What follows belongs to an exercise in optimizing a design on an open flow for small area, a short achievable clock period and few clock cycles; a production flow would make more cautious choices. RTL that was checked went through simulation tests only; none was proved equivalent to the original.

==> flow/design.v (excerpt) <==
module fde_enc (
    input  wire        clk,
    input  wire        rst,           
    input  wire [1:0]  cfg_rot,       
    input  wire        cfg_mir,
    input  wire        cfg_inv,
    input  wire        cfg_typeb,     
    input  wire        cfg_flush,     
    input  wire [31:0] cfg_addr,      
    input  wire        pix_valid,
    output wire        pix_ready,
    input  wire [31:0] pix_data,
    output wire        out_valid,
    input  wire        out_ready,
    output wire [7:0]  out_data,
    output wire        out_last,
    output wire        frame_done,
    output wire        frame_dup
);
For scale: ~1800 cells after synthesis, ~520 flip-flops, roughly 24000 sq um of cells after synthesis.
==> flow/config.mk <==
export PLATFORM = sky130hd
export DESIGN_NAME = fde_enc
export DESIGN_NICKNAME = fde_enc
export VERILOG_FILES = /design/flow/design.v
export SDC_FILE = /design/flow/constraint.sdc
export NUM_CORES = 4
export LEC_CHECK = 0
export CAP_MARGIN = 20
export CORE_MARGIN = 2
export CORE_UTILIZATION = 65
export CTS_CLUSTER_DIAMETER = 150
export CTS_CLUSTER_SIZE = 20
export SLEW_MARGIN = 20
==> flow/constraint.sdc <==
create_clock -name core_clock -period 10.0 [get_ports {clk}]
set_input_delay 2.0000 -clock core_clock [delete_from_list [all_inputs] [get_ports {clk}]]
set_output_delay 2.0000 -clock core_clock [all_outputs]
set_load 0.01 [all_outputs]
standard.sh (not shown) runs the stock make flow with config.mk's settings and CLKGATE_MAP_FILE= SYNTH_SCRIPT=/design/flow/synth_recipe.tcl, a recipe that flattens the netlist after the stock synthesis.
==> flow/flow/run.sh <==
#!/bin/bash
set -euo pipefail
bash standard.sh SETUP_SLACK_MARGIN=6.85 'BUFFER_PORTS_ARGS=-buffer_cell sky130_fd_sc_hd__buf_1' finish > standard_flow.log 2>&1
The first run went through all stages and came out clean.
Testbench counts at the start, summed over its fixed seeds: cycles 58,141.
Then changed:
--- a/flow/design.v
+++ b/flow/design.v
@@ -308,25 +308,24 @@
         end
     end
     wire summed = typeb_rd && pos >= 5'd1 && pos <= 5'd20;
     wire [31:0] fp  = crc;      
     wire        dup = last_ok && (last_fp == fp);
     wire        o_free = ~o_v | out_ready;
     wire        dispatch = last2 & ~dup;
     wire        dup_done = ((last2 & dup) | dupw) & ~o_v;
     wire        gen_on_n = (gen_on & ~gen_end) | dispatch;
     wire        wait_keep = ~dispatch & ~dup_done;
     wire [7:0]  idx_inc = idx + 8'd1;
-    wire        early = panel[1] & (panel[0] | (pos >= 5'd3) | ((pos == 5'd2) & gen_fire));
-    wire [4:0]  last_ld = typeb_rd ? 5'd18 : 5'd9;
-    wire        rd_done = (panel == 2'd3) & ((pos > last_ld) | ((pos == last_ld) & gen_fire));
+    wire        early = panel[1] & (panel[0] | (pos >= 5'd3));
+    wire        rd_done = (panel == 2'd3) & (pos > (typeb_rd ? 5'd18 : 5'd9));
     wire        rdy_f = ~((in_wait | (idx == 8'd255)) & wait_keep) &
                         (~gen_on_n | (early & (trn ? ~idx_inc[3] : ~idx_inc[7])) |
                          (rd_done & (idx_inc != 8'd255)));
     wire        rdy_nf = ~(in_wait & wait_keep) &
                          (~gen_on_n | (early & (trn ? ~idx[3] : ~idx[7])) |
                           (rd_done & (idx != 8'd255)));
     wire        pix_rdy_n = fire0 ? rdy_f : rdy_nf;
     wire        in_wait_n = (in_wait | (fire0 & (idx == 8'd255))) & wait_keep;
     wire        spec0 = dispatch & o_free & ~s_v;
     always @(posedge clk) begin
         d1    <= pix_data;
Maximum frequency shrinks by 0.63%.
Count of clock-buffer cells in the layout is unchanged.
Sequential share of layout area stays flat.
Global-route usage shrinks by 0.86 points.
Die area shrinks by 0.49%.
Worst setup slack gets worse by 0.020 ns.
Design area is about the same.
Hold slack gets worse by 0.033 ns.
Testbench counts after the change, summed over its fixed seeds: cycles 58,304.

---

RTL: one of the versions met above, not the one the previous note started from.
For scale: about 1800 cells after synthesis, ~87 I/O pins.
Design fde_enc, start of the top module:
module fde_enc (
    input  wire        clk,
    input  wire        rst,           
    input  wire [1:0]  cfg_rot,       
    input  wire        cfg_mir,
    input  wire        cfg_inv,
    input  wire        cfg_typeb,     
    input  wire        cfg_flush,     
    input  wire [31:0] cfg_addr,      
    input  wire        pix_valid,
    output wire        pix_ready,
    input  wire [31:0] pix_data,
    output wire        out_valid,
    input  wire        out_ready,
    output wire [7:0]  out_data,
    output wire        out_last,
    output wire        frame_done,
    output wire        frame_dup
);
==> flow/config.mk <==
export PLATFORM = sky130hd
export DESIGN_NAME = fde_enc
export DESIGN_NICKNAME = fde_enc
export VERILOG_FILES = /design/flow/design.v
export SDC_FILE = /design/flow/constraint.sdc
export NUM_CORES = 4
export LEC_CHECK = 0
export CAP_MARGIN = 20
export CORE_MARGIN = 2
export CORE_UTILIZATION = 65
export CTS_CLUSTER_DIAMETER = 150
export CTS_CLUSTER_SIZE = 20
export SLEW_MARGIN = 20
==> flow/constraint.sdc <==
create_clock -name core_clock -period 10.0 [get_ports {clk}]
set_input_delay 2.0000 -clock core_clock [delete_from_list [all_inputs] [get_ports {clk}]]
set_output_delay 2.0000 -clock core_clock [all_outputs]
set_load 0.01 [all_outputs]
==> flow/flow/run.sh <==
#!/bin/bash
set -euo pipefail
bash standard.sh SETUP_SLACK_MARGIN=7 'BUFFER_PORTS_ARGS=-buffer_cell sky130_fd_sc_hd__buf_1' finish > standard_flow.log 2>&1
Testbench counts at the start, summed over its fixed seeds: cycles 58,304.
==> next run, changes <==
--- a/flow/design.v
+++ b/flow/design.v
@@ -251,14 +251,14 @@
     reg  [2:0]   col;            
     reg  [7:0]   nsum;           
     reg  [7:0]   cb;             
     reg  [7:0]   sb;             
     reg          sb_v;
     reg  [7:0]   gbyte;
-    reg          o_v, o_l, s_v, s_l;
-    reg  [7:0]   o_d, s_d;
+    reg          o_v, o_l, s_v, s_l, o_lh;
+    reg  [7:0]   o_d, s_d, o_h;     
     reg          done_r, dup_r, dupw;
     assign pix_ready  = pix_rdy;
     assign out_valid  = o_v;
     assign out_data   = o_d;
     assign out_last   = o_l;
     assign frame_done = done_r;
@@ -308,12 +308,14 @@
         end
     end
     wire summed = typeb_rd && pos >= 5'd1 && pos <= 5'd20;
     wire [31:0] fp  = crc;      
     wire        dup = last_ok && (last_fp == fp);
     wire        o_free = ~o_v | out_ready;
+    wire [7:0]  o_new  = s_v ? s_d : (gen_on ? gbyte : (typeb ? 8'h02 : 8'h80));
+    wire        o_lnew = s_v ? s_l : gen_end;
     wire        dispatch = last2 & ~dup;
     wire        dup_done = ((last2 & dup) | dupw) & ~o_v;
     wire        gen_on_n = (gen_on & ~gen_end) | dispatch;
     wire        wait_keep = ~dispatch & ~dup_done;
     wire [7:0]  idx_inc = idx + 8'd1;
     wire        early = panel[1] & (panel[0] | (pos >= 5'd3));
@@ -437,21 +439,19 @@
             typeb_rd <= typeb;
             desc_rd  <= desc;
             flush_rd <= flush;
             addr3_rd <= addr[31:24];
         end
         sb <= gbyte;
-        if (o_free) begin
-            if (s_v) begin
-                o_d <= s_d;
-                o_l <= s_l;
-            end else begin
-                o_d <= gen_on ? gbyte : (typeb ? 8'h02 : 8'h80);
-                o_l <= gen_end;
-            end
-        end else if (gen_fire) begin
+        o_d <= o_free ? o_new : o_h;
+        o_l <= o_free ? o_lnew : o_lh;
+        if (o_free & (s_v | gen_fire | spec0)) begin
+            o_h  <= o_new;
+            o_lh <= o_lnew;
+        end
+        if (!o_free && gen_fire) begin
             s_d <= gbyte;
             s_l <= gen_end;
         end
     end
     genvar r;
     generate
=> The new run finished clean; synthesized area increases by 1.1%; die area grows by 1.1%; sequential cell count climbs by 9; routed wire length rises by 1.7%; critical path depth stays the same; global-route usage barely changes; worst hold slack gains 0.043 ns.
For the second run of this note, only the layout was checked, not whether the RTL still works.

## what the ideal ports hide
No port has a modelled driver above. Below, the same layouts with a new extraction and two added sets of constraints.
Step 1: set_driving_cell puts a clkbuf_16 on clk and a buf_2 on each other input, an assumption about the parent block.
Step 2 times the ports against the registers' clock, not the clock port: input delays grow and output delays shrink by t, the midpoint of the rising clock arrivals with the driver on.
Slacks: ideal ports / drivers / drivers and shift; pairs: ideal ports / drivers.
| run | t (ns) | slack for setup (ns) | hold slack, ns | worst setup path at the end |
|---|---|---|---|---|
| the first run of note 1 | 0.651 | 6.860 / 6.806 / 6.400 | 0.348 / 0.348 / 0.348 | input to register |
| the second run of note 1 | 0.655 | 6.840 / 6.785 / 6.393 | 0.315 / 0.315 / 0.315 | input to register |
| the first run of note 2 | 0.663 | 6.857 / 6.800 / 6.623 | 0.288 / 0.288 / 0.288 | input to register |
| the second run of note 2 | 0.665 | 6.892 / 6.834 / 6.528 | 0.332 / 0.332 / 0.332 | input to register |
After both steps every run listed still meets setup and hold. The setup slack of the first run of note 1, which loses most, moves by -0.054 ns with the drivers and by -0.460 ns with both steps.
